Background: an optimization exercise with open tools, aiming at small area. Do not read the settings as production practice. Function was checked by simulation only, so behaviour that the tests miss may differ from the original. Power figures rest on the tool's default switching activity, not on a simulated workload.

<file path="flow/config.mk">
export PLATFORM = sky130hd
export DESIGN_NAME = volf_core
export DESIGN_NICKNAME = volf_core
export VERILOG_FILES = /design/flow/design.v
export SDC_FILE = /design/flow/constraint.sdc
export NUM_CORES = 4
export LEC_CHECK = 0
export ABC_AREA = 1
export CAP_MARGIN = 20
export CORE_MARGIN = 2
export CORE_UTILIZATION = 40
export SLEW_MARGIN = 20
</file>
<file path="flow/constraint.sdc">
create_clock -name core_clock -period 10.0 [get_ports {clk}]
set_input_delay 2.0000 -clock core_clock [delete_from_list [all_inputs] [get_ports {clk}]]
set_output_delay 2.0000 -clock core_clock [all_outputs]
set_load 0.01 [all_outputs]
</file>
<file path="flow/design.v">
module volf_demod #(
    parameter SAMPLE_BITS = 12,
    parameter THRESHOLD   = 200
) (
    input  wire [SAMPLE_BITS-1:0] prev_sample,
    input  wire                   prev_symbol,
    input  wire                   first,
    input  wire [SAMPLE_BITS-1:0] sample,
    output wire                   symbol
);
    wire [11:0] s  = sample;
    wire [11:0] pn = ~prev_sample;
    wire [3:0] c;
    assign c[0] = !prev_symbol;
    genvar i;
    generate for (i = 0; i < 3; i = i + 1) begin : g_lo
        assign c[i+1] = (s[i] & pn[i]) | (s[i] & c[i]) | (pn[i] & c[i]);
    end endgenerate
    wire [9:0] k = prev_symbol ? 10'd537 : 10'd487;
    wire [9:0] fs, fc;
    assign fc[0] = 1'b0;
    generate for (i = 0; i < 9; i = i + 1) begin : g_csa
        assign fs[i]   = s[i+3] ^ pn[i+3] ^ k[i];
        assign fc[i+1] = (s[i+3] & pn[i+3]) | (s[i+3] & k[i]) | (pn[i+3] & k[i]);
    end endgenerate
    assign fs[9] = k[9];
    wire [10:0] t;
    assign t[0] = c[3];
    generate for (i = 0; i < 10; i = i + 1) begin : g_cc
        assign t[i+1] = (fs[i] & fc[i]) | (fs[i] & t[i]) | (fc[i] & t[i]);
    end endgenerate
    wire cmp = t[10];
    wire ge0 = (sample >= THRESHOLD);
    assign symbol = first ? ge0 : cmp;
endmodule
module volf_rx #(
    parameter SAMPLE_BITS = 12,
    parameter THRESHOLD   = 200
) (
    input  wire                   clk,
    input  wire                   rst,
    input  wire                   rx_tick,
    input  wire [SAMPLE_BITS-1:0] sample_in,
    output wire                   rx_symbol,
    output wire                   rx_framing,
    output reg                    rx_sync,
    output reg                    rx_valid,
    output reg  [7:0]             rx_byte
);
    reg [SAMPLE_BITS-1:0] prev_sample;
    reg                   prev_symbol;
    reg                   rx_mode;
    reg [7:0]             ctl;
    wire sym;
    wire first = !rx_mode && ctl[3];
    volf_demod #(
        .SAMPLE_BITS(SAMPLE_BITS),
        .THRESHOLD  (THRESHOLD)
    ) u_demod (
        .prev_sample(prev_sample),
        .prev_symbol(prev_symbol),
        .first      (first),
        .sample     (sample_in),
        .symbol     (sym)
    );
    reg [2:0] kn;
    always @(*) begin
        case (ctl[2:0])
            3'd0: kn = sym ? 3'd1 : 3'd0;
            3'd1: kn = sym ? 3'd1 : 3'd2;
            3'd2: kn = sym ? 3'd3 : 3'd0;
            3'd3: kn = sym ? 3'd4 : 3'd2;
            3'd4: kn = sym ? 3'd1 : 3'd5;
            3'd5: kn = sym ? 3'd3 : 3'd6;
            3'd6: kn = sym ? 3'd7 : 3'd0;
            default: kn = sym ? 3'd1 : 3'd2;
        endcase
    end
    wire match = (ctl[2:0] == 3'd7) && !sym;
    always @(posedge clk) begin
        if (rx_tick)
            prev_sample <= sample_in;
    end
    always @(posedge clk) begin
        if (rst) begin
            prev_symbol <= 1'b0;
            rx_mode     <= 1'b0;
            ctl         <= 8'b0000_1000;
            rx_byte     <= 8'h00;
            rx_sync     <= 1'b0;
            rx_valid    <= 1'b0;
        end else begin
            rx_sync  <= 1'b0;
            rx_valid <= 1'b0;
            if (rx_tick) begin
                prev_symbol <= sym;
                if (!rx_mode) begin
                    if (match) begin
                        rx_mode <= 1'b1;
                        ctl     <= 8'b0000_0001;
                        rx_sync <= 1'b1;
                    end else begin
                        ctl     <= {5'b00000, kn};
                    end
                end else if (!ctl[7]) begin
                    ctl <= {ctl[6:0], sym};
                end else begin
                    rx_byte  <= {ctl[6:0], sym};
                    rx_valid <= 1'b1;
                    rx_mode  <= 1'b0;
                    ctl      <= 8'b0000_0010;
                end
            end
        end
    end
    assign rx_symbol  = prev_symbol;
    assign rx_framing = rx_mode;
endmodule
module volf_tx (
    input  wire       clk,
    input  wire       rst,
    input  wire       tx_tick,
    input  wire       tx_start,
    input  wire [7:0] tx_data,
    output wire       line_out,
    output wire       tx_busy
);
    localparam [7:0] PREAMBLE = 8'hB2;
    reg [4:0] cnt;
    reg [7:0] data;
    wire idle = cnt[4] && !cnt[0];
    always @(posedge clk) begin
        if (idle)
            data <= tx_data;
    end
    always @(posedge clk) begin
        if (rst)
            cnt <= 5'b10000;
        else if (idle) begin
            if (tx_start)
                cnt <= 5'b11111;
        end else if (tx_tick)
            cnt <= cnt + 5'd1;
    end
    wire [2:0] sel = ~cnt[2:0];
    assign line_out = !cnt[4] && (cnt[3] ? data[sel] : PREAMBLE[sel]);
    assign tx_busy  = !idle;
endmodule
module volf_core #(
    parameter SAMPLE_BITS = 12,
    parameter THRESHOLD   = 200
) (
    input  wire                   clk,
    input  wire                   rst,
    input  wire                   rx_tick,
    input  wire [SAMPLE_BITS-1:0] sample_in,
    input  wire                   tx_tick,
    input  wire                   tx_start,
    input  wire [7:0]             tx_data,
    output wire                   rx_symbol,
    output wire                   rx_framing,
    output wire                   rx_sync,
    output wire                   rx_valid,
    output wire [7:0]             rx_byte,
    output wire                   line_out,
    output wire                   tx_busy
);
    volf_rx #(
        .SAMPLE_BITS(SAMPLE_BITS),
        .THRESHOLD  (THRESHOLD)
    ) u_rx (
        .clk       (clk),
        .rst       (rst),
        .rx_tick   (rx_tick),
        .sample_in (sample_in),
        .rx_symbol (rx_symbol),
        .rx_framing(rx_framing),
        .rx_sync   (rx_sync),
        .rx_valid  (rx_valid),
        .rx_byte   (rx_byte)
    );
    volf_tx u_tx (
        .clk     (clk),
        .rst     (rst),
        .tx_tick (tx_tick),
        .tx_start(tx_start),
        .tx_data (tx_data),
        .line_out(line_out),
        .tx_busy (tx_busy)
    );
endmodule
</file>
<file path="flow/run.sh">
#!/bin/bash
# synth_recipe.tcl (not shown) runs the flow's synth.tcl, then flattens the netlist and writes it again
# the make line also repeats each setting of config.mk as NAME=value (left out here)
make -C /OpenROAD-flow-scripts/flow DESIGN_CONFIG=/design/flow/config.mk WORK_HOME=/design/flow/orfs CLKGATE_MAP_FILE= SYNTH_SCRIPT=/design/flow/synth_recipe.tcl finish
</file>
==> summary.txt <==
[where the power goes]
| part | internal [mW] | leakage (nW) | switching (mW) |
|---|---|---|---|
| Clock | 0.0648 | 0.0525 | 0.0633 |
| Sequential | 0.204 | 0.403 | 0.00696 |
| Combinational | 0.0317 | 0.684 | 0.0394 |
| Total | 0.301 | 1.14 | 0.110 |
[final cells by class]
cell class	instances	area, um^2
fill	508	2425
clock buffer	6	93.84
sequential	45	1101
multi-input combinational	153	870.8
timing repair buffer	39	387.9
inverter	42	157.7
clock inverter	2	16.27
tap	70	87.58
[flip-flops by register name, summed over array words and instances (netlist names)]
signal and flops:
u_rx.prev_sample 12, u_rx.ctl 8, u_rx.rx_byte 8, u_tx.data 8, u_tx.cnt 5, u_rx.prev_symbol 1, u_rx.rx_mode 1, u_rx.rx_sync 1
u_rx.rx_valid 1
[stage by stage]
step / setup slack, ns / cell area (um^2) / instances
floorplan: 6.375 / 2142 / 243
global placement: 5.776 / 2605 / 349
detailed placement: 5.744 / 2605 / 349
CTS: 6.026 / 2715 / 357
global route: 5.824 / 2715 / 357
finish: 6.040 / 2715 / 357
[worst min-delay path, cell delays in order (launching register included)]
cell     delay (ns)
dfxtp_1        0.32
nand2_1        0.06
a21oi_1        0.05
[routing by layer]
layer | vias up | global-route usage
met3 | 4 | 0.03059
met1 | 771 | 0.2033
met2 | 39 | 0.2478
li1 | 889 | -
met4 | 0 | 0.06607
met5 | - | 0
[cell families after synthesis]
family | after synthesis
simple gates | 88
compound gates | 53
buf+inv | 45
flops | 45
fa+ha+maj | 10
xor+xnor | 2
[cell usage after synthesis]
library cell,n,area [um^2]
a22oi_1,2,15.01
o21ai_0,17,85.08
a32oi_1,1,8.760
nand2_1,52,195.2
a31oi_1,1,6.260
a21oi_2,1,8.760
dfxtp_1,25,500.5
buf_2,1,5.000
clkbuf_1,2,7.510
a311oi_1,1,8.760
nand3_1,13,65.06
or2_1,1,6.260
o221ai_1,1,8.760
nor3_1,4,20.02
inv_1,41,153.9
o22a_1,1,8.760
fa_1,8,160.2
nand2_4,1,11.26
xor2_1,2,17.52
ha_1,2,25.02
o211ai_1,1,7.510
nand2_2,2,12.51
a21oi_1,23,115.1
nor2_1,14,52.55
o21ai_1,1,5.000
o22ai_1,2,12.51
o311ai_0,1,8.760
edfxtp_1,20,600.6
nor4_1,1,6.260
inv_2,1,3.750
[layout by cell type, fill, tap and decap left out]
| master | synthesis | routed |
|---|---|---|
| a21oi_1 | 23 | 23 |
| a21oi_2 | 1 | 1 |
| a22oi_1 | 2 | 2 |
| a311oi_1 | 1 | 1 |
| a31oi_1 | 1 | 1 |
| a32oi_1 | 1 | 1 |
| buf_4 | 0 | 1 |
| clkbuf_16 | 0 | 1 |
| clkbuf_8 | 0 | 5 |
| clkdlybuf4s50_1 | 0 | 38 |
| clkinv_4 | 0 | 1 |
| clkinvlp_4 | 0 | 1 |
| dfxtp_1 | 25 | 25 |
| edfxtp_1 | 20 | 20 |
| fa_1 | 8 | 8 |
| ha_1 | 2 | 2 |
| inv_1 | 41 | 41 |
| inv_2 | 1 | 1 |
| nand2_1 | 52 | 52 |
| nand2_2 | 2 | 2 |
| nand2_4 | 1 | 1 |
| nand3_1 | 13 | 13 |
| nor2_1 | 14 | 14 |
| nor3_1 | 4 | 4 |
| nor4_1 | 1 | 1 |
| o211ai_1 | 1 | 1 |
| o21ai_0 | 17 | 17 |
| o21ai_1 | 1 | 1 |
| o221ai_1 | 1 | 1 |
| o22a_1 | 1 | 1 |
| o22ai_1 | 2 | 2 |
| o311ai_0 | 1 | 1 |
| or2_1 | 1 | 1 |
| xor2_1 | 2 | 2 |
[worst paths after layout]
path | from | endpoint | slack, ns | depth (start not counted)
max | sample_in[4] | u_rx.ctl[1] | 6.04 | 21
min | u_rx.ctl[3] | u_rx.ctl[4] | 0.47 | 2
max reg2reg | u_rx.prev_symbol | u_rx.ctl[1] | 7.65 | 21
min reg2reg | u_rx.ctl[3] | u_rx.ctl[4] | 0.47 | 2
==> results.json <==
{
  "status": "no timing/DRC/antenna violations",
  "path_common_cell": "nand2_1",
  "grt_max_degree": 24,
  "synthAdderAreaFrac": 0.08645,
  "syn_to_final_growth_pct": 26.75,
  "crit_chain": "clkdlybuf4s50_1, fa_1, nor2_1, nor2_1, nand2_1, nand2_1, nand2_1, nand2_1, nand2_1, nand2_1, nand2_1, nand2_1, nand2_1, nand2_2, nand2_4, nand2_2, nand2_1, nand2_1, nand2_1, nand2_1, a21oi_2",
  "synth_area_um2": 2142,
  "crit_buf_inv": 1,
  "critPathLaunchType": "primary input",
  "drive_gt1_frac": 0.04878,
  "path_clk_slew_ns": 0.08,
  "place_congestion": 0.8199,
  "die_w_um": 77.18,
  "yosysUniqueCellTypes": 30,
  "final_util": 0.5282,
  "slowest_delay_ns": 0.58,
  "dieArea_um2": 5957,
  "via_count": 1703,
  "route.met2.wl_mm": 2.001,
  "tightestPinTransition_ns": 0.8030,
  "wl_met3_um": 212,
  "grtUsageTotal": 0.1545,
  "clockRootBuffer": "clkbuf_8",
  "skew_ns": 0.005048,
  "die_h_um": 77.18,
  "holdWs_ns": 0.4685,
  "met1_length_mm": 2.006,
  "wl_mm": 4.255,
  "synth_area_per_cell_um2": 8.815,
  "fin_total_pwr_uw": 410.4,
  "rsz0062_at_grt": "false",
  "seq_area_frac_synth": 0.5140,
  "criticalPathCategory": "in -> reg",
  "synth_simple_gate_area_frac": 0.1723,
  "io_pins": 39,
  "ir_drop_mv": 0.07219,
  "period_needed_ns": 3.960,
  "cts.sinks": 45,
  "power.density_nw_per_um2": 151.1,
  "drt_iter0_drc": 37,
  "synth-compound-area-share": 0.1396,
  "place_hpwl_mm": 3.198,
  "core_area_um2": 5140,
  "synthCells": 243,
  "nets": 321,
  "cts_setup_buffers": 0,
  "crit_family": "simple AND/OR/NAND/NOR gates",
  "synth-xor-area-share": 0.008178,
  "timing.critical_path.fanout_max": 6,
  "drcViolationCount": 0,
  "synth_top_family_by_area": "simple AND/OR/NAND/NOR gates",
  "slew_headroom": 0.4627,
  "first_global_vias": 1669,
  "critPathCaptureType": "register",
  "final_max_slew_viol_count": 0,
  "cts_tree": "done",
  "arrival_ns": 4.13,
  "portBuffers": 38,
  "setup_viol": 0,
  "finalHoldViolations": 0,
  "antenna_found_initial": 0,
  "cts.htree.levels": 2,
  "avgRoutedWirePerCell_um": 11.92,
  "cap_viol_max_count": 0,
  "numCtsBuffers": 5,
  "synthMuxAreaShare": 0,
  "firstDrtPassIters": 4,
  "start_util": 0.4167,
  "min_period_over_period": 0.3960,
  "grt_overflow_total": 0,
  "crit_slowest_cell": "fa_1",
  "row_count": 26,
  "clockBufferDepth": 2,
  "required_ns": 10.17,
  "fmax_mhz": 252.5,
  "yosysWarningCount": 2,
  "via_per_inst": 4.770,
  "syn-num-nets": 278,
  "drtAntennaViolNets": 0,
  "setup_tns_ns": 0,
  "grt_pass1_wl_mm": 7.465,
  "ys_ff_latch": 45,
  "top_layer_used": "met4",
  "clk-insertion-delay-late_ns": 0.29,
  "post_cts_resized": 0,
  "cts_hold_buf": 0,
  "p_leak_nw": 1.139,
  "hold_class": "reg -> reg",
  "antenna_cells": 0
}

port drivers added, routing unchanged:
How much do the figures lean on ideal ports? The routed layout below was timed once more, with nothing changed but the port constraints. Step 1 sets driving cells, clkbuf_16 on the clock port and buf_2 on the other inputs (assumed; they add their load-dependent delay and slew). Step 2 times the ports against the registers' clock, not the clock port: input delays grow and output delays shrink by t, the midpoint of the rising clock arrivals with the driver on. Slacks: ideal / step 1 / step 2; pairs: ideal / step 1.
t (ns): 0.318
setup WS [ns]: 6.040 / 6.015 / 5.729
clock arrival spread, ns: 0.005 / 0.006
After both steps this run still meets setup and hold. The setup slack of this run moves by -0.025 ns with the drivers and by -0.311 ns with both steps.
